Background: an optimization exercise with open tools, aiming at a short achievable clock period and few clock cycles. Do not read the settings as production practice.
Function was checked by simulation only, so behaviour that the tests miss may differ from the original.
Power is estimated from default activity; no workload was simulated.

==> flow/design.v <==
module raster2d (
    input  wire        clk,
    input  wire        rst,
    input  wire        host_valid,
    output wire        host_ready,
    input  wire [4:0]  host_slot,
    input  wire [3:0]  host_be,
    input  wire [31:0] host_data,
    input  wire [15:0] cfg_base,
    input  wire [15:0] cfg_pitch,
    output wire        mem_req,
    output wire        mem_we,
    output wire [15:0] mem_addr,
    output wire [7:0]  mem_wdata,
    input  wire        mem_ready,
    input  wire [7:0]  mem_rdata,
    output wire        idle
);
    reg [15:0] base_q, pitch_q;
    reg [15:0] pitch_n, pitch7_p, pitch7_n, pitch_pp, pitch_pm, pitch_np, pitch_nm;
    reg [18:0] tile_span;    
    always @(posedge clk) begin
        base_q    <= cfg_base;
        pitch_q   <= cfg_pitch;
        pitch_n   <= 16'd0 - pitch_q;
        pitch7_p  <= {pitch_q[12:0], 3'd0} - pitch_q;
        pitch7_n  <= pitch_q - {pitch_q[12:0], 3'd0};
        pitch_pp  <= pitch_q + 16'd1;
        pitch_pm  <= pitch_q - 16'd1;
        pitch_np  <= 16'd1 - pitch_q;
        pitch_nm  <= ~pitch_q;
        tile_span <= {pitch_q, 3'd0} - {3'd0, pitch_q} + 19'd7;
    end
    reg [40:0] q_mem [0:3];
    reg [1:0]  q_rd, q_wr;
    reg [2:0]  q_cnt;
    reg        hr_q;           
    assign host_ready = hr_q;
    reg        fh_v;           
    reg [15:0] fh_oh;          
    reg [3:0]  fh_be;
    reg [31:0] fh_data;
    reg        fh_trig;        
    wire       fe_pop;         
    wire       fh_load = !fh_v || fe_pop;
    wire       q_ne    = (q_cnt != 3'd0);
    wire       q_deq   = fh_load && q_ne;
    wire       h_bypass = fh_load && !q_ne;                  
    wire       q_push  = host_valid && hr_q && !h_bypass;
    wire [2:0] q_cnt_nx = q_cnt + (q_push ? 3'd1 : 3'd0) - (q_deq ? 3'd1 : 3'd0);
    wire [40:0] q_out  = q_mem[q_rd];
    wire [40:0] f_src  = q_ne ? q_out : {host_slot, host_be, host_data};
    wire [4:0]  f_slot = f_src[40:36];
    always @(posedge clk) begin
        if (q_push)
            q_mem[q_wr] <= {host_slot, host_be, host_data};
        if (fh_load) begin
            fh_oh   <= f_slot[4] ? 16'd0 : (16'd1 << f_slot[3:0]);
            fh_be   <= f_src[35:32];
            fh_data <= f_src[31:0];
            fh_trig <= (f_slot == 5'd6) && f_src[33];
        end
    end
    always @(posedge clk) begin
        if (rst) begin
            q_rd  <= 2'd0;
            q_wr  <= 2'd0;
            q_cnt <= 3'd0;
            hr_q  <= 1'b1;
            fh_v  <= 1'b0;
        end else begin
            if (q_push) q_wr <= q_wr + 2'd1;
            if (q_deq)  q_rd <= q_rd + 2'd1;
            q_cnt <= q_cnt_nx;
            hr_q  <= !q_cnt_nx[2];
            if (fh_load) fh_v <= q_ne || host_valid;
        end
    end
    reg [15:0] cur_x, cur_y, dest_x, dest_y, err_term, maj_cnt, cmd;
    reg [7:0]  bkgd_color, frgd_color, wrt_mask, rd_mask, color_cmp;
    reg [7:0]  bkgd_mix, frgd_mix;
    reg [11:0] mf_height;
    reg [11:0] clip_t, clip_l, clip_b, clip_r;
    reg [1:0]  mixsel;
    reg        cmp_en, cmp_ne;
    reg [7:0]  mf_latch_lo;
    function [31:0] csa;     
        input [15:0] a, b, c;
        reg   [15:0] s, k;
        begin
            s = a ^ b ^ c;
            k = (a & b) | (a & c) | (b & c);
            csa = {s, k[14:0], 1'b0};
        end
    endfunction
    function [63:0] red18;   
        input [15:0] y;
        input [15:0] p;
        input [15:0] b;
        input [15:0] x;
        reg [287:0] t;
        reg [191:0] l1;
        reg [127:0] l2;
        reg [95:0]  l3;
        reg [63:0]  l4;
        reg [31:0]  r;
        integer n;
        begin
            for (n = 0; n < 16; n = n + 1)
                t[16*n +: 16] = y[n] ? (p << n) : 16'd0;
            t[16*16 +: 16] = b;
            t[16*17 +: 16] = x;
            for (n = 0; n < 6; n = n + 1) begin
                r = csa(t[16*(3*n) +: 16], t[16*(3*n+1) +: 16], t[16*(3*n+2) +: 16]);
                l1[32*n +: 32] = r;
            end
            for (n = 0; n < 4; n = n + 1) begin
                r = csa(l1[16*(3*n) +: 16], l1[16*(3*n+1) +: 16], l1[16*(3*n+2) +: 16]);
                l2[32*n +: 32] = r;
            end
            for (n = 0; n < 2; n = n + 1) begin
                r = csa(l2[16*(3*n) +: 16], l2[16*(3*n+1) +: 16], l2[16*(3*n+2) +: 16]);
                l3[32*n +: 32] = r;
            end
            l3[64 +: 32] = l2[96 +: 32];
            for (n = 0; n < 2; n = n + 1) begin
                r = csa(l3[16*(3*n) +: 16], l3[16*(3*n+1) +: 16], l3[16*(3*n+2) +: 16]);
                l4[32*n +: 32] = r;
            end
            red18 = l4;
        end
    endfunction
    reg [63:0] pc_s1, pd_s1;
    reg [15:0] a_cur, a_dst;
    wire [31:0] pc_r  = csa(pc_s1[63:48], pc_s1[47:32], pc_s1[31:16]);
    wire [31:0] pc_r2 = csa(pc_r[31:16], pc_r[15:0], pc_s1[15:0]);
    wire [31:0] pd_r  = csa(pd_s1[63:48], pd_s1[47:32], pd_s1[31:16]);
    wire [31:0] pd_r2 = csa(pd_r[31:16], pd_r[15:0], pd_s1[15:0]);
    always @(posedge clk) begin
        pc_s1 <= red18(cur_y, pitch_q, base_q, cur_x);
        pd_s1 <= red18(dest_y, pitch_q, base_q, dest_x);
        a_cur <= pc_r2[31:16] + pc_r2[15:0];
        a_dst <= pd_r2[31:16] + pd_r2[15:0];
    end
    reg [33:0] pre_am, pre_g;
    wire [33:0] pg_a = {{18{dest_y[15]}}, dest_y};
    wire [33:0] pg_b = {{18{err_term[15]}}, err_term};
    wire [33:0] pg_c = ~{18'd0, maj_cnt};
    wire [67:0] pg_cs = {pg_a ^ pg_b ^ pg_c, (pg_a & pg_b) | (pg_a & pg_c) | (pg_b & pg_c)};
    always @(posedge clk) begin
        pre_am <= {{18{dest_y[15]}}, dest_y} - {18'd0, maj_cnt};
        pre_g  <= pg_cs[67:34] + {pg_cs[32:0], 1'b1};
    end
    reg  [1:0] stale;      
    reg        stale_l;    
    wire       coord_chg, line_chg;
    reg        e_run;        
    reg        kb;           
    reg [3:0]  w_bk;         
    reg [3:0]  w_v;          
    wire       w_empty = (w_v == 4'd0);
    wire       w_full  = (w_v == 4'hF);
    wire       bank_busy = |(w_v & (kb ? ~w_bk : w_bk));
    reg        k_line, k_rect, k_pat, k_radial;
    reg        k_xpos, k_ypos;
    reg [11:0] k_clt, k_cll, k_clb, k_clr;
    reg        k_needS, k_needD;    
    reg        k_same;              
    reg [86:0] kp0, kp1;
    reg [15:0] gx, gy, gd, gs, gd_row, gs_row, x0;
    reg [15:0] colm1, col_left;
    reg [11:0] row_left;
    reg [2:0]  ii, jj;
    reg [15:0] k_dp, k_dwrap;
    reg [33:0] lg, k_a, k_am;
    reg [15:0] le, lcnt;
    reg [15:0] ln_dm, ln_db, ln_xm, ln_xb, ln_ym, ln_yb;
    wire [15:0] ncmd   = {fh_data[15:8], fh_be[0] ? fh_data[7:0] : cmd[7:0]};
    wire [2:0]  ntype  = fh_data[15:13];
    wire        n_line = (ntype == 3'd1);
    wire        n_rfam = (ntype == 3'd2) || (ntype == 3'd6) || (ntype == 3'd7);
    wire        fe_ok  = !fh_trig ||
                         (!e_run && !e_pre && stale == 2'd0 && (ntype != 3'd1 || !stale_l) &&
                          !bank_busy && (ntype != 3'd7 || w_empty));
    wire        apply  = fh_v && fe_ok;
    assign      fe_pop = apply;
    wire        maj_nz = (maj_cnt != 16'd0);
    wire        cmd_go = apply && fh_trig && !fh_data[8] &&
                         ((n_line && maj_nz) ||
                          (n_rfam && maj_nz && mf_height != 12'd0));
    function rop_d;    
        input [3:0] m;
        begin
            rop_d = !(m == 4'd1 || m == 4'd2 || m == 4'd4 || m == 4'd7);
        end
    endfunction
    wire n_msel3 = (mixsel == 2'd3);
    wire [86:0] n_kp = {mixtab(frgd_mix[6:0], bkgd_color, frgd_color, wrt_mask),
                        mixtab(bkgd_mix[6:0], bkgd_color, frgd_color, wrt_mask),
                        color_cmp, rd_mask, n_msel3,
                        frgd_mix[6:5] == 2'd3, bkgd_mix[6:5] == 2'd3,
                        cskip(frgd_mix[6:5], bkgd_color, frgd_color, color_cmp, rd_mask, cmp_en, cmp_ne),
                        cskip(bkgd_mix[6:5], bkgd_color, frgd_color, color_cmp, rd_mask, cmp_en, cmp_ne),
                        cmp_en, cmp_ne};
    wire n_needS = n_msel3 || (frgd_mix[6:5] == 2'd3);
    wire n_needD = (wrt_mask != 8'hFF) || rop_d(frgd_mix[3:0]) ||
                   (n_msel3 && rop_d(bkgd_mix[3:0]));
    wire [15:0] n_hs = ncmd[7] ? {4'd0, mf_height} : (16'd0 - {4'd0, mf_height});
    reg        line_act;
    reg [5:0]  dirty;    
    wire        ge      = !k_radial && !lg[33];
    wire [15:0] sx16    = k_xpos ? 16'd1 : 16'hFFFF;
    wire [15:0] sy16    = k_ypos ? 16'd1 : 16'hFFFF;
    wire        cx_in   = !gx[15] && ({4'd0, k_cll} <= gx) && (gx <= {4'd0, k_clr});
    wire        cy_in   = !gy[15] && ({4'd0, k_clt} <= gy) && (gy <= {4'd0, k_clb});
    wire        in_clip = cx_in && cy_in;
    wire        x_away  = k_xpos ? (!gx[15] && gx > {4'd0, k_clr})
                                 : (gx[15] || gx < {4'd0, k_cll});
    wire        y_away  = k_ypos ? (!gy[15] && gy > {4'd0, k_clb})
                                 : (gy[15] || gy < {4'd0, k_clt});
    wire        row_skip = !k_line && x_away && (col_left[15:14] == 2'b00);
    wire        rect_out = !k_line && y_away;
    wire        gen_adv = e_run && !w_full && !rect_out;
    wire        alloc   = gen_adv && in_clip;
    wire        l_last  = (lcnt == 16'd0);
    wire        c_last  = (col_left == 16'd0);
    wire        r_last  = (row_left == 12'd0);
    wire        iwrap   = k_xpos ? (ii == 3'd7) : (ii == 3'd0);
    wire        jwrap   = k_ypos ? (jj == 3'd7) : (jj == 3'd0);
    wire [15:0] l_xb = gx + ln_xb;
    wire [15:0] l_xm = gx + ln_xm;
    wire [15:0] l_yb = gy + ln_yb;
    wire [15:0] l_ym = gy + ln_ym;
    wire [15:0] l_db = gd + ln_db;
    wire [15:0] l_dm = gd + ln_dm;
    wire [33:0] l_gm = lg + k_am;
    wire [33:0] l_ga = lg + k_a;
    wire [15:0] gs_rp = gs_row + k_dp;       
    wire [15:0] gs_rw = gs_row + k_dwrap;    
    wire [15:0] l_x_nx  = ge ? l_xb : l_xm;
    wire [15:0] l_y_nx  = ge ? l_yb : l_ym;
    wire [15:0] l_e_nx  = ge ? lg[15:0] : (le + k_a[15:0]);
    wire        wb_line = gen_adv && k_line && l_last;
    wire [15:0] p_dst = gd;
    wire [15:0] p_src = (k_line || k_rect) ? gd : gs;
    reg [3:0]  w_is, w_id;  
    reg [3:0]  w_ws, w_wd;  
    reg [3:0]  w_hz;        
    reg [3:0]  w_fb;        
    reg [15:0] w_dst [0:3];
    reg [15:0] w_src [0:3];
    reg [7:0]  w_sv  [0:3];
    reg [3:0]  ap, hp, rp;  
    function [15:0] sel16;
        input [3:0]  oh;
        input [15:0] a0, a1, a2, a3;
        begin
            sel16 = ({16{oh[0]}} & a0) | ({16{oh[1]}} & a1) |
                    ({16{oh[2]}} & a2) | ({16{oh[3]}} & a3);
        end
    endfunction
    function [7:0] sel8;
        input [3:0] oh;
        input [7:0] a0, a1, a2, a3;
        begin
            sel8 = ({8{oh[0]}} & a0) | ({8{oh[1]}} & a1) |
                   ({8{oh[2]}} & a2) | ({8{oh[3]}} & a3);
        end
    endfunction
    function [3:0] rot;
        input [3:0] oh;
        begin
            rot = {oh[2:0], oh[3]};
        end
    endfunction
    reg        rt1_v, rt1_fs, rt1_fd, rt1_pl;
    reg  [5:0] rt1_tix;
    reg  [3:0] rt1_oh;
    reg        rt_v, rt_fs, rt_fd, rt_pl;
    reg  [5:0] rt_tix;
    reg  [7:0] rd_q;
    wire       rt_e = rt_v && !rt_pl;      
    reg [3:0]  rt_oh;
    wire n_rs = k_needS && !k_same;
    wire n_rd = k_needD || (k_same && k_needS);
    reg  n_hzs, n_hzd;
    integer hk;
    always @(*) begin
        n_hzs = 1'b0;
        n_hzd = 1'b0;
        for (hk = 0; hk < 4; hk = hk + 1) begin
            if (w_v[hk] && w_dst[hk] == p_src) n_hzs = 1'b1;
            if (w_v[hk] && w_dst[hk] == p_dst) n_hzd = 1'b1;
        end
    end
    reg  [7:0]  pc_data [0:63];
    reg  [63:0] pc_val;
    reg  [15:0] k_tb;                  
    reg  [5:0]  w_tix [0:3];           
    reg  [3:0]  w_inr;                 
    reg         f_v, f_pl;             
    reg  [5:0]  f_tix;
    reg  [7:0]  f_d;
    reg         e_pre;
    reg  [2:0]  pl_cl, pl_rl, pl_cm1;
    reg  [3:0]  pl_out;                
    reg         pl_zero;
    wire [5:0]  p_tix  = {jj, ii};
    wire        n_hit  = k_pat && pc_val[p_tix] && !n_hzs;
    reg         pa_v;                  
    reg  [3:0]  pa_oh;
    reg  [15:0] g_rel, g_rel_row;
    wire        p_inr  = ({3'd0, g_rel} <= tile_span);
    wire        n_rs2  = n_rs && !n_hit;
    wire        n_hz   = (n_rs2 && n_hzs) || (n_rd && n_hzd);
    wire [5:0]  rt_wtix = w_tix[0] & {6{rt_oh[0]}} | w_tix[1] & {6{rt_oh[1]}} |
                          w_tix[2] & {6{rt_oh[2]}} | w_tix[3] & {6{rt_oh[3]}};
    function [7:0] rop;
        input [3:0] mode;
        input [7:0] d;
        input [7:0] s;
        begin
            case (mode)
                4'd0:  rop = ~d;
                4'd1:  rop = 8'h00;
                4'd2:  rop = 8'hFF;
                4'd3:  rop = d;
                4'd4:  rop = ~s;
                4'd5:  rop = s ^ d;
                4'd6:  rop = ~(s ^ d);
                4'd7:  rop = s;
                4'd8:  rop = ~s | ~d;
                4'd9:  rop = d | ~s;
                4'd10: rop = ~d | s;
                4'd11: rop = s | d;
                4'd12: rop = s & d;
                4'd13: rop = s & ~d;
                4'd14: rop = ~s & d;
                default: rop = ~s & ~d;
            endcase
        end
    endfunction
    function rop1;
        input [3:0] mode;
        input       s, d;
        reg   [7:0] r;
        begin
            r = rop(mode, {8{d}}, {8{s}});
            rop1 = r[0];
        end
    endfunction
    function [31:0] mixtab;
        input [6:0] mix;
        input [7:0] bcol, fcol, wmask;
        integer b, i;
        reg sb;
        begin
            for (b = 0; b < 8; b = b + 1)
                for (i = 0; i < 4; i = i + 1) begin
                    case (mix[6:5])
                        2'd0:    sb = bcol[b];
                        2'd1:    sb = fcol[b];
                        2'd2:    sb = 1'b0;
                        default: sb = (i >= 2);
                    endcase
                    mixtab[4*b+i] = wmask[b] ? rop1(mix[3:0], sb, i[0]) : i[0];
                end
        end
    endfunction
    function cskip;
        input [1:0] sel;
        input [7:0] bcol, fcol, ccmp, rmask;
        input       cen, cne;
        reg   [7:0] sv;
        reg         eq;
        begin
            sv = (sel == 2'd0) ? bcol : (sel == 2'd1) ? fcol : 8'h00;
            eq = ((sv ^ ccmp) & rmask) == 8'd0;
            cskip = cen && (cne ^ eq);
        end
    endfunction
    function [8:0] pixval;
        input [86:0] k;
        input [7:0]  sv;
        input [7:0]  d;
        reg   [7:0]  vf, vb;
        reg   [3:0]  t;
        reg          fg, eq, sk;
        integer b;
        begin
            for (b = 0; b < 8; b = b + 1) begin
                t = k[55+4*b +: 4];
                vf[b] = t[{sv[b], d[b]}];
                t = k[23+4*b +: 4];
                vb[b] = t[{sv[b], d[b]}];
            end
            fg = k[6] ? ((sv & k[14:7]) != 8'd0) : 1'b1;
            eq = ((sv ^ k[22:15]) & k[14:7]) == 8'd0;
            sk = k[1] && (k[0] ^ eq);
            pixval = fg ? {k[5] ? sk : k[3], vf} : {k[4] ? sk : k[2], vb};
        end
    endfunction
    reg  [3:0]  w_pend;
    wire        pa_bk = |(pa_oh & w_bk);
    wire [86:0] a_par = pa_bk ? kp1 : kp0;
    wire [8:0]  pv_a  = pixval(a_par, sel8(pa_oh, w_sv[0], w_sv[1], w_sv[2], w_sv[3]), 8'h00);
    wire        r_bk  = |(rt_oh & w_bk);
    wire [86:0] r_par = r_bk ? kp1 : kp0;
    wire [7:0]  r_sv  = rt_fs ? rd_q : sel8(rt_oh, w_sv[0], w_sv[1], w_sv[2], w_sv[3]);
    wire [8:0]  pv_r  = pixval(r_par, r_sv, rd_q);
    reg  [7:0]  w_val [0:3];
    reg  [3:0]  w_skp;
    wire        h_rdy = |(hp & w_v & ~w_ws & ~w_wd & ~w_pend);
    wire        h_skp = |(hp & w_skp);
    wire [7:0]  h_val = sel8(hp, w_val[0], w_val[1], w_val[2], w_val[3]);
    reg        o_v, o_we, o_fs, o_fd, o_pl;
    reg        on_we;
    reg [15:0] on_addr;
    reg [7:0]  on_wd;
    reg [5:0]  o_tix;
    reg [15:0] o_addr;
    reg [7:0]  o_wd;
    reg [3:0]  o_oh;
    reg        s_v, s_we, s_fs, s_fd, s_pl;
    reg [5:0]  s_tix;
    reg [15:0] s_addr;
    reg [7:0]  s_wd;
    reg [3:0]  s_oh;
    wire push_ok = !s_v;
    wire h_inr   = |(hp & w_inr);
    wire wr_ok   = pl_zero || !h_inr;
    wire do_wr   = h_rdy && push_ok && !h_skp && wr_ok;
    wire retire  = h_rdy && (h_skp || (push_ok && wr_ok));
    wire r_v     = |(rp & w_v);
    wire r_is    = |(rp & w_is);
    wire r_id    = |(rp & w_id);
    wire r_hz    = |(rp & w_hz);
    wire r_fb    = |(rp & w_fb);
    wire r_pend  = r_is || r_id;
    wire rd_av   = r_v && r_pend && (!r_hz || (rp == hp));
    wire do_rd   = rd_av && push_ok && !do_wr;
    wire rp_adv  = r_v && (!r_pend || (do_rd && !(r_is && r_id)));
    wire        do_pl  = e_pre && push_ok;
    wire        n_v    = do_wr || do_rd || do_pl;
    wire [15:0] h_dst  = sel16(hp, w_dst[0], w_dst[1], w_dst[2], w_dst[3]);
    wire [15:0] r_dst  = sel16(rp, w_dst[0], w_dst[1], w_dst[2], w_dst[3]);
    wire [15:0] r_src  = sel16(rp, w_src[0], w_src[1], w_src[2], w_src[3]);
    wire [15:0] n_addr = do_wr ? h_dst : do_pl ? gs : (r_is ? r_src : r_dst);
    wire [7:0]  n_wd   = h_val;
    wire        n_fs   = r_is || r_fb;
    wire        n_fd   = !r_is;
    wire pop    = o_v && mem_ready;
    wire o_load = !o_v || pop;
    assign mem_req   = o_v;
    assign mem_we    = o_we;
    assign mem_addr  = o_addr;
    assign mem_wdata = o_wd;
    always @(posedge clk) begin
        if (rst) begin
            o_v <= 1'b0;
            s_v <= 1'b0;
            rt1_v <= 1'b0;
            rt_v <= 1'b0;
        end else begin
            rt1_v <= pop && !o_we;
            rt_v  <= rt1_v;
            if (o_load) begin
                if (s_v) begin
                    o_v <= 1'b1;
                    s_v <= 1'b0;
                end else begin
                    o_v <= n_v;
                end
            end else if (n_v) begin
                s_v <= 1'b1;
            end
        end
        rt1_oh  <= o_oh;
        rt1_fs  <= o_fs;
        rt1_fd  <= o_fd;
        rt1_pl  <= o_pl;
        rt1_tix <= o_tix;
        rt_oh   <= rt1_oh;
        rt_fs   <= rt1_fs;
        rt_fd   <= rt1_fd;
        rt_pl   <= rt1_pl;
        rt_tix  <= rt1_tix;
        rd_q    <= mem_rdata;
        if (o_load) begin
            if (s_v) begin
                o_we <= s_we; o_addr <= s_addr; o_wd <= s_wd;
                on_we <= !s_we; on_addr <= ~s_addr; on_wd <= ~s_wd;
                o_oh <= s_oh; o_fs <= s_fs; o_fd <= s_fd;
                o_pl <= s_pl; o_tix <= s_tix;
            end else begin
                o_we <= do_wr; o_addr <= n_addr; o_wd <= n_wd;
                on_we <= !do_wr; on_addr <= ~n_addr; on_wd <= ~n_wd;
                o_oh <= rp; o_fs <= n_fs; o_fd <= n_fd;
                o_pl <= do_pl; o_tix <= p_tix;
            end
        end else begin
            o_we <= !on_we; o_addr <= ~on_addr; o_wd <= ~on_wd;
        end
        if (!s_v) begin
            s_we <= do_wr; s_addr <= n_addr; s_wd <= n_wd;
            s_oh <= rp; s_fs <= n_fs; s_fd <= n_fd;
            s_pl <= do_pl; s_tix <= p_tix;
        end
    end
    integer wi;
    always @(posedge clk) begin
        for (wi = 0; wi < 4; wi = wi + 1) begin
            if (alloc && ap[wi]) begin
                w_dst[wi] <= p_dst;
                w_src[wi] <= p_src;
                w_tix[wi] <= p_tix;
                if (n_hit) w_sv[wi] <= pc_data[p_tix];
            end
            if (pa_v && pa_oh[wi]) begin
                w_val[wi] <= pv_a[7:0];
                w_skp[wi] <= pv_a[8];
            end
            if (rt_e && rt_oh[wi]) begin
                if (rt_fs) w_sv[wi] <= rd_q;
                w_val[wi] <= pv_r[7:0];
                w_skp[wi] <= pv_r[8];
            end
        end
        f_d   <= rd_q;
        f_tix <= rt_pl ? rt_tix : rt_wtix;
        f_pl  <= rt_pl;
        pa_oh <= ap;
        if (f_v) pc_data[f_tix] <= f_d;
    end
    always @(posedge clk) begin
        if (rst) begin
            f_v    <= 1'b0;
            pl_out <= 4'd0;
            pl_zero <= 1'b1;
            pa_v   <= 1'b0;
            pc_val <= 64'd0;
        end else begin
            f_v <= rt_v && (rt_pl || (rt_fs && k_pat));
            pl_out  <= pl_out + (do_pl ? 4'd1 : 4'd0) - ((f_v && f_pl) ? 4'd1 : 4'd0);
            pl_zero <= (pl_out + (do_pl ? 4'd1 : 4'd0) - ((f_v && f_pl) ? 4'd1 : 4'd0)) == 4'd0;
            pa_v <= alloc;
            if (f_v) pc_val[f_tix] <= 1'b1;
            if ((cmd_go && ntype == 3'd7) || (do_wr && h_inr))
                pc_val <= 64'd0;
        end
    end
    always @(posedge clk) begin
        if (rst) begin
            w_v <= 4'd0; w_is <= 4'd0; w_id <= 4'd0; w_ws <= 4'd0; w_wd <= 4'd0;
            w_pend <= 4'd0;
            ap <= 4'd1; hp <= 4'd1; rp <= 4'd1;
        end else begin
            if (retire) begin
                w_v <= w_v & ~hp;
                hp <= rot(hp);
            end
            if (do_rd) begin
                if (r_is) w_is <= w_is & ~rp;
                else      w_id <= w_id & ~rp;
            end
            if (rp_adv) rp <= rot(rp);
            if (pa_v) w_pend <= w_pend & ~pa_oh;
            if (rt_e) begin
                if (rt_fs) w_ws <= w_ws & ~rt_oh;
                if (rt_fd) w_wd <= w_wd & ~rt_oh;
            end
            if (alloc) begin
                for (wi = 0; wi < 4; wi = wi + 1) begin
                    if (ap[wi]) begin
                        w_v[wi]   <= 1'b1;
                        w_is[wi]  <= n_rs2;
                        w_id[wi]  <= n_rd;
                        w_ws[wi]  <= k_needS && !n_hit;
                        w_wd[wi]  <= k_needD || (k_same && k_needS);
                        w_pend[wi] <= 1'b1;
                        w_inr[wi]  <= p_inr;
                        w_hz[wi]  <= n_hz;
                        w_fb[wi]  <= k_same;
                        w_bk[wi]  <= kb;
                    end
                end
                ap <= rot(ap);
            end
        end
    end
    assign line_chg  = wb_line || (apply && (|fh_oh[5:3]));
    assign coord_chg = wb_line || (cmd_go && n_rfam) ||
                       (apply && (|fh_oh[3:0]));
    wire [15:0] n_sx = ncmd[5] ? 16'd1 : 16'hFFFF;
    wire [15:0] n_sy = ncmd[7] ? 16'd1 : 16'hFFFF;
    wire [15:0] n_dp = ncmd[7] ? pitch_q : pitch_n;
    reg  [15:0] n_ux, n_uy, n_ud;    
    always @(*) begin
        case (ncmd[7:5])
            3'd0: begin n_ux = 16'd1;    n_uy = 16'd0;    n_ud = 16'd1;    end
            3'd1: begin n_ux = 16'd1;    n_uy = 16'hFFFF; n_ud = pitch_np; end
            3'd2: begin n_ux = 16'd0;    n_uy = 16'hFFFF; n_ud = pitch_n;  end
            3'd3: begin n_ux = 16'hFFFF; n_uy = 16'hFFFF; n_ud = pitch_nm; end
            3'd4: begin n_ux = 16'hFFFF; n_uy = 16'd0;    n_ud = 16'hFFFF; end
            3'd5: begin n_ux = 16'hFFFF; n_uy = 16'd1;    n_ud = pitch_pm; end
            3'd6: begin n_ux = 16'd0;    n_uy = 16'd1;    n_ud = pitch_q;  end
            default: begin n_ux = 16'd1; n_uy = 16'd1;    n_ud = pitch_pp; end
        endcase
    end
    always @(posedge clk) begin
        if (rst) begin
            cur_x <= 16'd0; cur_y <= 16'd0; dest_x <= 16'd0; dest_y <= 16'd0;
            err_term <= 16'd0; maj_cnt <= 16'd0; cmd <= 16'd0;
            bkgd_color <= 8'd0; frgd_color <= 8'd0; wrt_mask <= 8'd0;
            rd_mask <= 8'd0; color_cmp <= 8'd0; bkgd_mix <= 8'd0; frgd_mix <= 8'd0;
            mf_height <= 12'd0; clip_t <= 12'd0; clip_l <= 12'd0;
            clip_b <= 12'd0; clip_r <= 12'd0; mixsel <= 2'd0;
            cmp_en <= 1'b0; cmp_ne <= 1'b0; mf_latch_lo <= 8'd0;
            e_run <= 1'b0;
            e_pre <= 1'b0;
            kb <= 1'b0;
            line_act <= 1'b0;
            dirty <= 6'd0;
            stale <= 2'b11;
            stale_l <= 1'b1;
        end else begin
            stale <= {stale[0], coord_chg};
            stale_l <= line_chg;
            if (e_pre) begin
                if (do_pl) begin
                    if (pl_cl == 3'd0) begin
                        pl_cl <= pl_cm1;
                        ii    <= 3'd0;
                        jj    <= jj + sy16[2:0];
                        gs     <= jwrap ? gs_rw : gs_rp;
                        gs_row <= jwrap ? gs_rw : gs_rp;
                        pl_rl <= pl_rl - 3'd1;
                        if (pl_rl == 3'd0) begin
                            e_pre  <= 1'b0;
                            e_run  <= 1'b1;
                            jj     <= 3'd0;
                            gs     <= k_tb;
                            gs_row <= k_tb;
                        end
                    end else begin
                        pl_cl <= pl_cl - 3'd1;
                        ii    <= ii + sx16[2:0];
                        gs    <= iwrap ? gs + (k_xpos ? 16'hFFF9 : 16'd7) : gs + sx16;
                    end
                end
            end else if (rect_out && e_run) begin
                e_run <= 1'b0;
            end else if (gen_adv) begin
                if (k_line) begin
                    gx   <= l_x_nx;
                    gy   <= l_y_nx;
                    gd   <= ge ? l_db : l_dm;
                    lg   <= ge ? l_gm : l_ga;
                    le   <= l_e_nx;
                    lcnt <= lcnt - 16'd1;
                    if (l_last) e_run <= 1'b0;
                end else if (c_last || row_skip) begin
                    col_left <= colm1;
                    row_left <= row_left - 12'd1;
                    gx     <= x0;
                    gy     <= gy + sy16;
                    gd     <= gd_row + k_dp;
                    gd_row <= gd_row + k_dp;
                    g_rel     <= g_rel_row + k_dp;
                    g_rel_row <= g_rel_row + k_dp;
                    ii     <= 3'd0;
                    jj     <= jj + sy16[2:0];
                    if (k_pat && jwrap) begin
                        gs     <= gs_rw;
                        gs_row <= gs_rw;
                    end else begin
                        gs     <= gs_rp;
                        gs_row <= gs_rp;
                    end
                    if (r_last) e_run <= 1'b0;
                end else begin
                    col_left <= col_left - 16'd1;
                    gx <= gx + sx16;
                    gd <= gd + sx16;
                    g_rel <= g_rel + sx16;
                    ii <= ii + sx16[2:0];
                    if (k_pat && iwrap)
                        gs <= gs + (k_xpos ? 16'hFFF9 : 16'd7);
                    else
                        gs <= gs + sx16;
                end
            end
            if (cmd_go) begin
                k_line   <= n_line;
                k_rect   <= (ntype == 3'd2);
                k_pat    <= (ntype == 3'd7);
                k_radial <= ncmd[3];
                k_xpos   <= ncmd[5];
                k_ypos   <= ncmd[7];
                if (kb) kp0 <= n_kp;
                else    kp1 <= n_kp;
                kb       <= !kb;
                k_clt    <= clip_t;
                k_cll    <= clip_l;
                k_clb    <= clip_b;
                k_clr    <= clip_r;
                k_needS  <= n_needS;
                k_needD  <= n_needD;
                k_same   <= n_line || (ntype == 3'd2);
                k_dp     <= n_dp;
                k_a      <= {{18{dest_y[15]}}, dest_y};
                k_am     <= pre_am;
                lg       <= pre_g;
                le       <= err_term;
                k_dwrap  <= ncmd[7] ? pitch7_n : pitch7_p;
                if (ncmd[3]) begin
                    ln_xm <= n_ux; ln_xb <= n_ux;
                    ln_ym <= n_uy; ln_yb <= n_uy;
                    ln_dm <= n_ud; ln_db <= n_ud;
                end else begin
                    ln_xm <= ncmd[6] ? 16'd0 : n_sx;
                    ln_ym <= ncmd[6] ? n_sy : 16'd0;
                    ln_xb <= n_sx;
                    ln_yb <= n_sy;
                    ln_dm <= ncmd[6] ? n_dp : n_sx;
                    ln_db <= ncmd[7] ? (ncmd[5] ? pitch_pp : pitch_pm)
                                     : (ncmd[5] ? pitch_np : pitch_nm);
                end
                lcnt     <= maj_cnt;
                colm1    <= maj_cnt - 16'd1;
                col_left <= maj_cnt - 16'd1;
                row_left <= mf_height - 12'd1;
                ii       <= 3'd0;
                jj       <= 3'd0;
                if (n_line || ntype == 3'd2) begin
                    gx <= cur_x; gy <= cur_y; x0 <= cur_x;
                    gd <= a_cur; gd_row <= a_cur;
                end else begin
                    gx <= dest_x; gy <= dest_y; x0 <= dest_x;
                    gd <= a_dst; gd_row <= a_dst;
                    g_rel <= a_dst - a_cur; g_rel_row <= a_dst - a_cur;
                end
                gs <= a_cur; gs_row <= a_cur; k_tb <= a_cur;
                if (ntype == 3'd7 && n_needS) begin
                    e_pre <= 1'b1;
                    pl_cm1 <= (maj_cnt[15:3] != 13'd0) ? 3'd7 : (maj_cnt[2:0] - 3'd1);
                    pl_cl  <= (maj_cnt[15:3] != 13'd0) ? 3'd7 : (maj_cnt[2:0] - 3'd1);
                    pl_rl  <= (mf_height[11:3] != 9'd0) ? 3'd7 : (mf_height[2:0] - 3'd1);
                end else begin
                    e_run <= 1'b1;
                end
                line_act <= n_line;
                dirty <= 6'd0;
            end
            if (wb_line) begin
                line_act <= 1'b0;
                if (!dirty[0]) cur_x[7:0]  <= l_x_nx[7:0];
                if (!dirty[1]) cur_x[15:8] <= l_x_nx[15:8];
                if (!dirty[2]) cur_y[7:0]  <= l_y_nx[7:0];
                if (!dirty[3]) cur_y[15:8] <= l_y_nx[15:8];
                if (!k_radial) begin
                    if (!dirty[4]) err_term[7:0]  <= l_e_nx[7:0];
                    if (!dirty[5]) err_term[15:8] <= l_e_nx[15:8];
                end
            end
            if (cmd_go && n_rfam) begin
                cur_y <= cur_y + n_hs;
                if (ntype != 3'd2) dest_y <= dest_y + n_hs;
            end
            if (apply) begin
                if (line_act && !wb_line) begin
                    if (fh_oh[0]) dirty[1:0] <= dirty[1:0] | fh_be[1:0];
                    if (fh_oh[1]) dirty[3:2] <= dirty[3:2] | fh_be[1:0];
                    if (fh_oh[4]) dirty[5:4] <= dirty[5:4] | fh_be[1:0];
                end
                if (fh_oh[0]) begin
                    if (fh_be[0]) cur_x[7:0]  <= fh_data[7:0];
                    if (fh_be[1]) cur_x[15:8] <= fh_data[15:8];
                end
                if (fh_oh[1]) begin
                    if (fh_be[0]) cur_y[7:0]  <= fh_data[7:0];
                    if (fh_be[1]) cur_y[15:8] <= fh_data[15:8];
                end
                if (fh_oh[2]) begin
                    if (fh_be[0]) dest_x[7:0]  <= fh_data[7:0];
                    if (fh_be[1]) dest_x[15:8] <= fh_data[15:8];
                end
                if (fh_oh[3]) begin
                    if (fh_be[0]) dest_y[7:0]  <= fh_data[7:0];
                    if (fh_be[1]) dest_y[15:8] <= fh_data[15:8];
                end
                if (fh_oh[4]) begin
                    if (fh_be[0]) err_term[7:0]  <= fh_data[7:0];
                    if (fh_be[1]) err_term[15:8] <= fh_data[15:8];
                end
                if (fh_oh[5]) begin
                    if (fh_be[0]) maj_cnt[7:0]  <= fh_data[7:0];
                    if (fh_be[1]) maj_cnt[15:8] <= fh_data[15:8];
                end
                if (fh_oh[6]) begin
                    if (fh_be[0]) cmd[7:0]  <= fh_data[7:0];
                    if (fh_be[1]) cmd[15:8] <= fh_data[15:8];
                end
                if (fh_oh[8]  && fh_be[0]) bkgd_color <= fh_data[7:0];
                if (fh_oh[9]  && fh_be[0]) frgd_color <= fh_data[7:0];
                if (fh_oh[10] && fh_be[0]) wrt_mask   <= fh_data[7:0];
                if (fh_oh[11] && fh_be[0]) rd_mask    <= fh_data[7:0];
                if (fh_oh[12] && fh_be[0]) color_cmp  <= fh_data[7:0];
                if (fh_oh[13] && fh_be[0]) bkgd_mix   <= fh_data[7:0];
                if (fh_oh[14] && fh_be[0]) frgd_mix   <= fh_data[7:0];
                if (fh_oh[15]) begin
                    if (fh_be[0]) mf_latch_lo <= fh_data[7:0];
                    if (fh_be[1]) begin
                        case (fh_data[15:12])
                            4'h0: mf_height <= {fh_data[11:8], fh_be[0] ? fh_data[7:0] : mf_latch_lo};
                            4'h1: clip_t    <= {fh_data[11:8], fh_be[0] ? fh_data[7:0] : mf_latch_lo};
                            4'h2: clip_l    <= {fh_data[11:8], fh_be[0] ? fh_data[7:0] : mf_latch_lo};
                            4'h3: clip_b    <= {fh_data[11:8], fh_be[0] ? fh_data[7:0] : mf_latch_lo};
                            4'h4: clip_r    <= {fh_data[11:8], fh_be[0] ? fh_data[7:0] : mf_latch_lo};
                            4'hA: mixsel    <= fh_be[0] ? fh_data[7:6] : mf_latch_lo[7:6];
                            4'hE: begin
                                cmp_en <= fh_data[8];
                                cmp_ne <= fh_be[0] ? fh_data[7] : mf_latch_lo[7];
                            end
                            default: ;
                        endcase
                    end
                end
            end
        end
    end
    reg idle_q;
    always @(posedge clk) begin
        if (rst) idle_q <= 1'b0;
        else     idle_q <= !fh_v && !q_ne && !e_run && !e_pre && w_empty && !o_v && !s_v &&
                           !(host_valid && host_ready);
    end
    assign idle = idle_q;
endmodule
==> flow/constraint.sdc <==
create_clock -name core_clock -period 13.0 [get_ports {clk}]
set_input_delay 2.6000 -clock core_clock [delete_from_list [all_inputs] [get_ports {clk}]]
set_output_delay 2.6000 -clock core_clock [all_outputs]
set_load 0.01 [all_outputs]
==> flow/flow/run.sh <==
#!/bin/bash
# Standard synthesis and layout (the standard.sh), with the timing
# repair steps aiming at a shorter period than the clock's (setup margin).
set -euo pipefail
export SETUP_SLACK_MARGIN=9.3
bash standard.sh synth > synth.log 2>&1
bash standard.sh > layout.log 2>&1
==> flow/standard.sh <==
#!/bin/bash
# synth_recipe.tcl (not shown) runs the flow's synth.tcl, then flattens the netlist and writes it again
# the make line also repeats each setting of config.mk as NAME=value (left out here)
make -C /OpenROAD-flow-scripts/flow DESIGN_CONFIG=/design/flow/config.mk WORK_HOME=/design/flow/orfs CLKGATE_MAP_FILE= SYNTH_SCRIPT=/design/flow/synth_recipe.tcl "${@:-finish}"
==> flow/config.mk <==
export PLATFORM = sky130hd
export DESIGN_NAME = raster2d
export DESIGN_NICKNAME = raster2d
export VERILOG_FILES = /design/flow/design.v
export SDC_FILE = /design/flow/constraint.sdc
export NUM_CORES = 4
export LEC_CHECK = 0
export ABC_CLOCK_PERIOD_IN_PS = 3500
export CAP_MARGIN = 30
export CORE_MARGIN = 2
export CORE_UTILIZATION = 40
export SLEW_MARGIN = 20
==> summary.md, run 1 <==
| Metric | Value |
|---|---|
| Status | `complete, no violations` |
| Number of synthesized flops with an enable pin | `1,502` |
| Setup Skew | `88.6 ps` |
| Crit path time final | `4080 ps` |
| Die footprint | `317,000 µm²` |
| Final worst slack | `8920 ps` |
| Worst-path maximum fanout | `6` |
| Max-slew headroom | `26.4%` |
| Total Routing Usage GR | `24.7%` |
| Setup violations, final | `0` |
| Global-route track usage on met2 | `38.6%` |
| Largest net degree at the start of global routing | `138` |
| Reg2Reg Depth | `17` |
| CTS tree | `done` |
| Tcrit/Tclk final | `31.4%` |
| Slew Limit Fails | `0` |
| CTS root buffer | `clkbuf_16` |
| Ys async rst share | `0%` |
| Starting density of the core | `40.1%` |
| H-tree Lvls | `5` |
| CTS max path bufs | `4` |
| Detailed router's first-iteration violation count | `10,300` |
| Synth top area share | `36.1%` |
| I/O Buffers | `94` |
| Hold Path Class | `reg -> reg` |
| TritonCTS Buffers | `270` |
| Sum Neg Setup Slack | `0 ps` |
| Mean Syn Cell Area | `10.9 µm²` |
| Yosys warning count | `6` |
| Later-pin clock latency in the skew report | `930 ps` |
| DR vias/cell | `5.86` |
| Critical path class | `reg -> reg` |
| Synth top area cells | `edfxtp_1, dfxtp_1, ha_1` |
| Routed WL | `410,000 µm` |
| CP max stage delay | `520 ps` |
| Area Growth Syn to Fin | `16.9%` |
| Most crowded layer after global routing | `met2` |
| Arr. time, crit path | `4690 ps` |
| Drt drc | `0` |
| Worst-path cell chain | `nor2_4 -> buf_12 -> buf_6 -> mux2i_4 -> clkinvlp_4 -> buf_6 -> ha_4 -> a211o_1 -> a21oi_2 -> o21ai_2 -> a41oi_2 -> a211o_1 -> o21ai_2 -> buf_4 -> nand3_1 -> nand3_4 -> a221o_1` |
| Actual slew at the worst max-slew pin | `1100 ps` |
| Reg clk slew, reported paths | `60 ps` |
| Synth cell count leaders | `edfxtp_1, nand2_1, nor2_1` |
| Post-synth top flop | `edfxtp_1` |
| CP endpoint kind | `flop` |
| Synth Register Bits | `2,356` |
| RSZ-0062 raised after global routing | `true` |
| Final nets | `12,700` |
| Pleak | `0.0548 µW` |
| Fin cells | `16,100` |
| Design Power | `20,400 µW` |
| Vias in the first global route | `90,800` |
| Antenna-violating nets left | `0` |
| Area leader, netlist | `edfxtp_1` |
| WHS Path Cells | `0` |
| Ports | `113` |
| Top-count cell post-synth | `edfxtp_1` |
| CTS Sinks | `2,356` |
| Final hold vios | `0` |
| Total global routing overflow | `0` |
| WL per Instance | `25.5 µm` |
| Post-synthesis sequential area ratio | `49.7%` |
| WP data required | `13,610 ps` |
| Placed cells | `15,300` |
| # hold bufs at CTS | `0` |
| Fillers | `27,800` |
| Die height | `563 µm` |
| GR Util met3 | `3.50%` |
| GPL Wtd Cong | `0.925` |
| DRT Pass-1 Iters | `7` |
| Pwr dens | `139 nW/µm²` |
| HPWL after DPL | `269,000 µm` |
| Die width | `563 µm` |
| WP buf/inv | `5` |
| CP Depth | `17` |
| Gate Count Post-Synth | `11,500` |
| Row count | `205` |
| Met1 GRT Util | `34.6%` |
| Cell variety after synth | `105` |
| Syn Nets | `12,400` |
| Slowest CP cell | `edfxtp_1` |
| Fraction of layout cells with a size suffix above 1 | `15.3%` |
| Top Family by Delay on Critical Path | `compound AO/OA/AOI/OAI gates` |
| Fmax achieved | `245 MHz` |
| Max IR drop VDD | `106 µV` |
| Mapped Area | `125,000 µm²` |
| Vias | `94,400` |
| MaxCap Viol Count | `0` |
| Core Region | `312,000 µm²` |
| CP Launch Type | `flop` |
| Antenna violations before repair | `10` |
| Worst slack at placement | `7240 ps` |
| First-pass GRT wire length | `592,000 µm` |
## power by group
part	leakage [µW]	total, µW	switching, µW	internal (µW)
clock	0.00432	7640	3160	4480
combinational	0.0298	4030	2540	1480
sequential	0.0207	8710	353	8360
total	0.0548	20400	6060	14300
## area by class of cell
type / instances / area, µm² / share of cell area [%]
Antenna cell: 7 / 17.5 / 0.0120
Clock buffer: 368 / 7570 / 5.17
Clock inverter: 123 / 1240 / 0.848
Inverter: 562 / 2230 / 1.52
Multi-Input combinational cell: 7912 / 61200 / 41.8
Sequential cell: 2356 / 62300 / 42.6
Tap cell: 4140 / 5180 / 3.54
Timing Repair Buffer: 637 / 6600 / 4.51
Timing Repair inverter: 4 / 47.5 / 0.0325
## logic make-up after synthesis
family / count (synthesis) / synth area share (%)
and+or+nand+nor: 3281 / 11.8
xor gates and xnor gates: 695 / 4.88
DFF: 2356 / 49.7
muxes: 542 / 6.63
AOI/OAI and AO/OA: 2524 / 13.0
adders and majority gates: 860 / 10.2
buffers and inverters: 1199 / 3.74
## repair_timing
item,CTS,global route
gates cloned,28,16
gates resized for setup,500,250
pin swaps,107,130
hold endpoints to repair,0,0
setup endpoints to repair,1515,725
buffers inserted,138,151
## cells in the final DEF, fill, tap and decap left out, types with 56 or more instances in the layout
cell type,instances
a211oi_1,135
a21o_1,97
a21oi_1,736
a22oi_1,178
a31oi_1,59
and2_1,108
and3_1,124
buf_4,379
buf_6,76
clkbuf_1,64
clkbuf_16,291
clkdlybuf4s50_1,64
dfxtp_1,816
edfxtp_1,1502
fa_1,256
ha_1,533
inv_1,531
mux2_2,71
mux2i_1,224
mux4_2,220
nand2_1,1238
nand3_1,273
nand4_1,59
nor2_1,885
nor2b_1,89
nor3_1,153
o211ai_1,81
o21a_1,69
o21ai_0,407
o21ai_1,84
o31ai_1,57
or3_1,56
xnor2_1,465
xor2_1,202
## flip-flops by register name, summed over array words and instances (netlist names), 18 cells and up, named ones only
| signal | cells |
|---|---|
| pc_data | 512 |
| q_mem | 92 |
| kp0 | 87 |
| kp1 | 87 |
| pc_val | 64 |
| w_dst | 64 |
| w_src | 64 |
| pc_s1 | 56 |
| pd_s1 | 56 |
| lg | 34 |
| pre_g | 34 |
| w_sv | 32 |
| w_val | 32 |
| w_tix | 24 |
| tile_span | 19 |
| k_am | 18 |
| pre_am | 18 |
## routing by layer
| layer | up-vias | wire length, µm |
|---|---|---|
| met5 | - | 13 |
| met4 | 2 | 18100 |
| met3 | 855 | 36200 |
| met2 | 4677 | 184000 |
| met1 | 46700 | 172000 |
| li1 | 42200 | - |
## metrics by stage
step                cell area [µm²]  utilization, %  hold WS, ps
floorplan                    126000               -          310
global placement             131000            42.1          311
detailed placement           131000            42.1          312
CTS                          143000            46.0          294
global route                 146000            46.9          307
finish                       146000            46.9          293
## path summary, 6_finish.rpt
| check | start | end | slack, ps |
|---|---|---|---|
| setup reg to reg | lg[33] | gy[15] | 8920 |
| setup / recovery | lg[33] | gy[15] | 8920 |
| hold reg to reg | o_pl | rt1_pl | 290 |
| hold / removal | o_pl | rt1_pl | 290 |
Testbench counts, summed over its fixed seeds: cycles 125,438.
==> inputs of run 2 (changes only) <==
--- a/flow/design.v
+++ b/flow/design.v
@@ -608,24 +608,6 @@
         endcase
     end
     always @(posedge clk) begin
-        if (rst) begin
-            cur_x <= 16'd0; cur_y <= 16'd0; dest_x <= 16'd0; dest_y <= 16'd0;
-            err_term <= 16'd0; maj_cnt <= 16'd0; cmd <= 16'd0;
-            bkgd_color <= 8'd0; frgd_color <= 8'd0; wrt_mask <= 8'd0;
-            rd_mask <= 8'd0; color_cmp <= 8'd0; bkgd_mix <= 8'd0; frgd_mix <= 8'd0;
-            mf_height <= 12'd0; clip_t <= 12'd0; clip_l <= 12'd0;
-            clip_b <= 12'd0; clip_r <= 12'd0; mixsel <= 2'd0;
-            cmp_en <= 1'b0; cmp_ne <= 1'b0; mf_latch_lo <= 8'd0;
-            e_run <= 1'b0;
-            e_pre <= 1'b0;
-            kb <= 1'b0;
-            line_act <= 1'b0;
-            dirty <= 6'd0;
-            stale <= 2'b11;
-            stale_l <= 1'b1;
-        end else begin
-            stale <= {stale[0], coord_chg};
-            stale_l <= line_chg;
             if (e_pre) begin
                 if (do_pl) begin
                     if (pl_cl == 3'd0) begin
@@ -636,8 +618,6 @@
                         gs_row <= jwrap ? gs_rw : gs_rp;
                         pl_rl <= pl_rl - 3'd1;
                         if (pl_rl == 3'd0) begin
-                            e_pre  <= 1'b0;
-                            e_run  <= 1'b1;
                             jj     <= 3'd0;
                             gs     <= k_tb;
                             gs_row <= k_tb;
@@ -648,8 +628,6 @@
                         gs    <= iwrap ? gs + (k_xpos ? 16'hFFF9 : 16'd7) : gs + sx16;
                     end
                 end
-            end else if (rect_out && e_run) begin
-                e_run <= 1'b0;
             end else if (gen_adv) begin
                 if (k_line) begin
                     gx   <= l_x_nx;
@@ -658,7 +636,6 @@
                     lg   <= ge ? l_gm : l_ga;
                     le   <= l_e_nx;
                     lcnt <= lcnt - 16'd1;
-                    if (l_last) e_run <= 1'b0;
                 end else if (c_last || row_skip) begin
                     col_left <= colm1;
                     row_left <= row_left - 12'd1;
@@ -677,7 +654,6 @@
                         gs     <= gs_rp;
                         gs_row <= gs_rp;
                     end
-                    if (r_last) e_run <= 1'b0;
                 end else begin
                     col_left <= col_left - 16'd1;
                     gx <= gx + sx16;
@@ -699,7 +675,6 @@
                 k_ypos   <= ncmd[7];
                 if (kb) kp0 <= n_kp;
                 else    kp1 <= n_kp;
-                kb       <= !kb;
                 k_clt    <= clip_t;
                 k_cll    <= clip_l;
                 k_clb    <= clip_b;
@@ -741,14 +716,47 @@
                     g_rel <= a_dst - a_cur; g_rel_row <= a_dst - a_cur;
                 end
                 gs <= a_cur; gs_row <= a_cur; k_tb <= a_cur;
-                if (ntype == 3'd7 && n_needS) begin
-                    e_pre <= 1'b1;
+                begin
                     pl_cm1 <= (maj_cnt[15:3] != 13'd0) ? 3'd7 : (maj_cnt[2:0] - 3'd1);
                     pl_cl  <= (maj_cnt[15:3] != 13'd0) ? 3'd7 : (maj_cnt[2:0] - 3'd1);
                     pl_rl  <= (mf_height[11:3] != 9'd0) ? 3'd7 : (mf_height[2:0] - 3'd1);
-                end else begin
+                end
+            end
+    end
+    always @(posedge clk) begin
+        if (rst) begin
+            cur_x <= 16'd0; cur_y <= 16'd0; dest_x <= 16'd0; dest_y <= 16'd0;
+            err_term <= 16'd0; maj_cnt <= 16'd0; cmd <= 16'd0;
+            bkgd_color <= 8'd0; frgd_color <= 8'd0; wrt_mask <= 8'd0;
+            rd_mask <= 8'd0; color_cmp <= 8'd0; bkgd_mix <= 8'd0; frgd_mix <= 8'd0;
+            mf_height <= 12'd0; clip_t <= 12'd0; clip_l <= 12'd0;
+            clip_b <= 12'd0; clip_r <= 12'd0; mixsel <= 2'd0;
+            cmp_en <= 1'b0; cmp_ne <= 1'b0; mf_latch_lo <= 8'd0;
+            e_run <= 1'b0;
+            e_pre <= 1'b0;
+            kb <= 1'b0;
+            line_act <= 1'b0;
+            dirty <= 6'd0;
+            stale <= 2'b11;
+            stale_l <= 1'b1;
+        end else begin
+            stale <= {stale[0], coord_chg};
+            stale_l <= line_chg;
+            if (e_pre) begin
+                if (do_pl && pl_cl == 3'd0 && pl_rl == 3'd0) begin
+                    e_pre <= 1'b0;
                     e_run <= 1'b1;
                 end
+            end else if (rect_out && e_run) begin
+                e_run <= 1'b0;
+            end else if (gen_adv) begin
+                if (k_line ? l_last : ((c_last || row_skip) && r_last))
+                    e_run <= 1'b0;
+            end
+            if (cmd_go) begin
+                kb <= !kb;
+                if (ntype == 3'd7 && n_needS) e_pre <= 1'b1;
+                else                          e_run <= 1'b1;
                 line_act <= n_line;
                 dirty <= 6'd0;
             end
--- a/flow/config.mk
+++ b/flow/config.mk
@@ -9,4 +9,6 @@
 export CAP_MARGIN = 30
 export CORE_MARGIN = 2
 export CORE_UTILIZATION = 40
+export CTS_CLUSTER_DIAMETER = 90
+export CTS_CLUSTER_SIZE = 25
 export SLEW_MARGIN = 20
==> summary.md, run 2 <==
| Metric | Value |
|---|---|
| CP Launch Type | `flop (unchanged)` |
| MaxCap Viol Count | `0 (unchanged)` |
| Ys async rst share | `0% (unchanged)` |
| Internal | `12,000 µW (was 14,300 µW)` |
| Antenna-violating nets left | `0 (unchanged)` |
| I/O Buffers | `94 (unchanged)` |
| Vias in the first global route | `88,100 (was 90,800)` |
| Top Registers | `pc_data x512, q_mem x92 (unchanged)` |
| CTS Sinks | `2,356 (unchanged)` |
| Critical path class | `reg -> reg (unchanged)` |
| WL per Instance | `25.1 µm (was 25.5 µm)` |
| First-pass GRT wire length | `572,000 µm (was 592,000 µm)` |
| CTS tree | `done (unchanged)` |
| Max IR drop VDD | `103 µV (was 106 µV)` |
| Pleak | `0.0523 µW (was 0.0548 µW)` |
| Top-count cell post-synth | `edfxtp_1 (unchanged)` |
| Number of synthesized flops with an enable pin | `1,464 (was 1,502)` |
| Largest net degree at the start of global routing | `99 (was 138)` |
| Antenna violations before repair | `9 (was 10)` |
| Largest register FFs | `512 (unchanged)` |
| Hold WS | `306 ps (was 293 ps)` |
| Sum Neg Setup Slack | `0 ps (unchanged)` |
| Reg clk slew, reported paths | `100 ps (was 60 ps)` |
| Commonest non-fill, non-tap cell in the layout | `edfxtp_1 (unchanged)` |
| Status | `complete, no violations (unchanged)` |
| DR vias/cell | `5.82 (was 5.86)` |
| Cell variety after synth | `103 (was 105)` |
| Clock Power Share | `27.6% (was 37.5%)` |
| Actual slew at the worst max-slew pin | `1170 ps (was 1100 ps)` |
| Sw Share | `32.3% (was 29.7%)` |
| Vias | `90,800 (was 94,400)` |
| Routed WL | `391,000 µm (was 410,000 µm)` |
| Area Growth Syn to Fin | `13.6% (was 16.9%)` |
| CP endpoint kind | `flop (unchanged)` |
| GPL Wtd Cong | `0.934 (was 0.925)` |
| Most frequent cells in the layout | `edfxtp_1, nand2_1, dfxtp_1, nor2_1, a21oi_1 (was edfxtp_1, nand2_1, nor2_1, dfxtp_1, a21oi_1)` |
| Fraction of layout cells with a size suffix above 1 | `14.2% (was 15.3%)` |
| Fillers | `27,700 (was 27,800)` |
| Total Routing Usage GR | `23.8% (was 24.7%)` |
| Hold Path Class | `reg -> reg (unchanged)` |
| Die height | `561 µm (was 563 µm)` |
| Detailed router's first-iteration violation count | `10,100 (was 10,300)` |
| CTS root buffer | `clkbuf_16 (unchanged)` |
| DRT Pass-1 Iters | `7 (unchanged)` |
| Row count | `204 (was 205)` |
| Final nets | `12,300 (was 12,700)` |
| Worst Min Path Start | `o_fd (was o_pl)` |
| Final hold vios | `0 (unchanged)` |
| H-tree Lvls | `4 (was 5)` |
| Sequential power share | `49.0% (was 42.7%)` |
| Synth cell count leaders | `edfxtp_1, nand2_1, dfxtp_1 (was edfxtp_1, nand2_1, nor2_1)` |
| Post-Layout Inst Area | `141,000 µm² (was 146,000 µm²)` |
| Slew Limit Fails | `0 (unchanged)` |
| CTS max path bufs | `4 (unchanged)` |
| RR Startpoint | `k_radial (was lg[33])` |
| Tcrit/Tclk final | `31.4% (about the same)` |
| Die footprint | `314,000 µm² (was 317,000 µm²)` |
| Synth Register Bits | `2,356 (unchanged)` |
| Pwr dens | `126 nW/µm² (was 139 nW/µm²)` |
| Core Region | `309,000 µm² (was 312,000 µm²)` |
| Post-synth top flop | `edfxtp_1 (unchanged)` |
| TritonCTS Buffers | `138 (was 270)` |
| Ports | `113 (unchanged)` |
| Max-slew headroom | `22.2% (was 26.4%)` |
| WL met2 | `178,000 µm (was 184,000 µm)` |
| Worst-path maximum fanout | `5 (was 6)` |
| Setup Skew | `86.0 ps (was 88.6 ps)` |
| Mean Syn Cell Area | `11.1 µm² (was 10.9 µm²)` |
| Critical Path Source | `k_radial (was lg[33])` |
| Fmax achieved | `245 MHz (about the same)` |
| Setup violations, final | `0 (unchanged)` |
| Die width | `561 µm (was 563 µm)` |
| Area leader, netlist | `edfxtp_1 (unchanged)` |
| Later-pin clock latency in the skew report | `910 ps (was 930 ps)` |
| HPWL after DPL | `264,000 µm (was 269,000 µm)` |
| Largest Register | `pc_data (unchanged)` |
| DR top layer | `met4 (was met5)` |
| Combinational share of power | `23.4% (was 19.8%)` |
| Drt drc | `0 (unchanged)` |
| Yosys warning count | `6 (unchanged)` |
| Synth top area share | `35.5% (was 36.1%)` |
| Sw Pwr | `5750 µW (was 6060 µW)` |
| Total global routing overflow | `0 (unchanged)` |
| WP data required | `13,590 ps (was 13,610 ps)` |
| RSZ-0062 raised after global routing | `true (unchanged)` |
| Syn Nets | `12,200 (was 12,400)` |
| Detail Route met3 WL | `30,100 µm (was 36,200 µm)` |
| Synth top area cells | `edfxtp_1, dfxtp_1, ha_1 (unchanged)` |
| Crit path time final | `4080 ps (about the same)` |
| Mapped Area | `124,000 µm² (was 125,000 µm²)` |
| Gate Count Post-Synth | `11,200 (was 11,500)` |
| M1 WL | `169,000 µm (was 172,000 µm)` |
| Arr. time, crit path | `4670 ps (was 4690 ps)` |
| Post-synthesis sequential area ratio | `49.9% (was 49.7%)` |
| Placed cell area | `130,000 µm² (was 131,000 µm²)` |
| Starting density of the core | `40.2% (was 40.1%)` |
-- run 2: cell count changes in the layout (fill, tap and decap cells not counted), sizes merged, moves of 29 or more --
cell,delta
a21oi,-38
a311oi,-33
and3,-64
clkbuf,-183
clkinv,-61
dfxtp,+38
edfxtp,-38
mux2,+38
mux2i,+34
nand2,-132
nor2,-63
o21ai,-29
-- run 2: metal layers --
| metal | GRT usage (%) | vias up |
|---|---|---|
| li1 | - | 40900 |
| met1 | 33.6 | 45200 |
| met2 | 38.1 | 3949 |
| met3 | 3.14 | 674 |
| met4 | 6.87 | 0 |
| met5 | 0 | - |
-- run 2: path summary, 6_finish.rpt --
path	slack, ps	end	cells after the start
setup / recovery	8920	lg[30]	18
hold / removal	310	rt1_fd	0
setup reg to reg	8920	lg[30]	18
hold reg to reg	310	rt1_fd	0
-- run 2: power groups by stage --
stage	registers (µW)	logic [µW]	clock network, µW
2_1_floorplan	8650	2480	0
3_3_place_gp	8910	3660	0
3_5_place_dp	8900	3750	0
4_1_cts	8720	4010	5000
5_1_grt	8740	4420	5240
6_report	8710	4160	4910
-- run 2: what timing repair did --
item	in CTS	in global routing
hold buffers	0	0
setup endpoints to repair	1490	759
hold endpoints to repair	0	0
gates resized for setup	552	308
buffers inserted	186	90
gates cloned	22	10
pin swaps	118	159
-- run 2: final cells by class --
class                      instances  area (µm²)  share of cell area [%]
antenna                            5        12.5                 0.00888
inverter                         566        2210                    1.57
tap                             4120        5150                    3.66
timing repair inverter             2        16.3                  0.0115
sequential                      2356       61900                    44.0
clock buffer                     189        3750                    2.66
timing repair buffer             601        6310                    4.48
clock inverter                    60         706                   0.501
multi-input combinational       7687       60800                    43.2
-- run 2: worst max-delay path: stages (launching register included) --
cell	delay, ps
edfxtp_1	410
buf_6	170
nor2_4	150
buf_12	160
mux2_4	320
ha_4	170
fa_2	360
a21o_1	190
a21oi_4	210
o21bai_4	110
a2111oi_4	400
o31ai_2	90
buf_4	190
a31oi_4	170
buf_6	150
o311ai_1	100
a31oi_1	230
xor2_1	160
o21ai_1	70
-- run 2: through the flow --
step / worst slack, ps / power [µW] / std cells / util [%]
2_1_floorplan: 8590 / 11100 / 11200 / -
3_3_place_gp: 7240 / 12600 / 15000 / 42.0
3_5_place_dp: 7250 / 12700 / 15000 / 42.1
4_1_cts: 8870 / 17700 / 15500 / 44.9
5_1_grt: 8780 / 18400 / 15600 / 45.6
6_report: 8920 / 17800 / 15600 / 45.6
-- run 2: cell families (layout without fill, tap and decap cells) --
group | Yosys count | after routing | synth area share (%)
buffers and inverters | 1172 | 1418 | 3.63
adders and majority gates | 860 | 860 | 10.3
and+or+nand+nor | 3044 | 3049 | 11.1
muxes | 623 | 623 | 7.47
other | 0 | 5 | 0
AOI/OAI and AO/OA | 2452 | 2454 | 12.7
DFF | 2356 | 2356 | 49.9
xor gates and xnor gates | 701 | 701 | 4.97
Testbench counts of run 2, summed over its fixed seeds: cycles 125,438.

[afterwards: timing with drivers on the ports]
No port has a modelled driver above. Below, the same layouts with a new extraction and two added sets of constraints.
Step 1 (the two cells are an assumption about what drives the block):
set clk [get_ports {clk}]
set_driving_cell -lib_cell sky130_fd_sc_hd__clkbuf_16 $clk
set_driving_cell -lib_cell sky130_fd_sc_hd__buf_2 [delete_from_list [all_inputs] $clk]
Step 2 adds t to the input delays and takes it off the output delays; t is the mean of the earliest and latest rising clock arrival at the registers after step 1. Input paths then give back, and output paths get back, about the clock's delay inside the block.
Slacks: no drivers / after step 1 / after step 2; pairs: no drivers / after step 1.
run	shift t [ns]	setup slack, ns	latest minus earliest clock arrival (ns)	slew at the worst register clock pin (ns)
run 1	0.993	8.921 / 8.905 / 8.385	0.094 / 0.095	0.07 / 0.07
run 2	0.969	8.918 / 8.867 / 8.399	0.098 / 0.098	0.10 / 0.10
After both steps setup and hold are still met in every run listed. The setup slack of run 1, which loses most, moves by -0.016 ns with the drivers and by -0.536 ns with both steps.
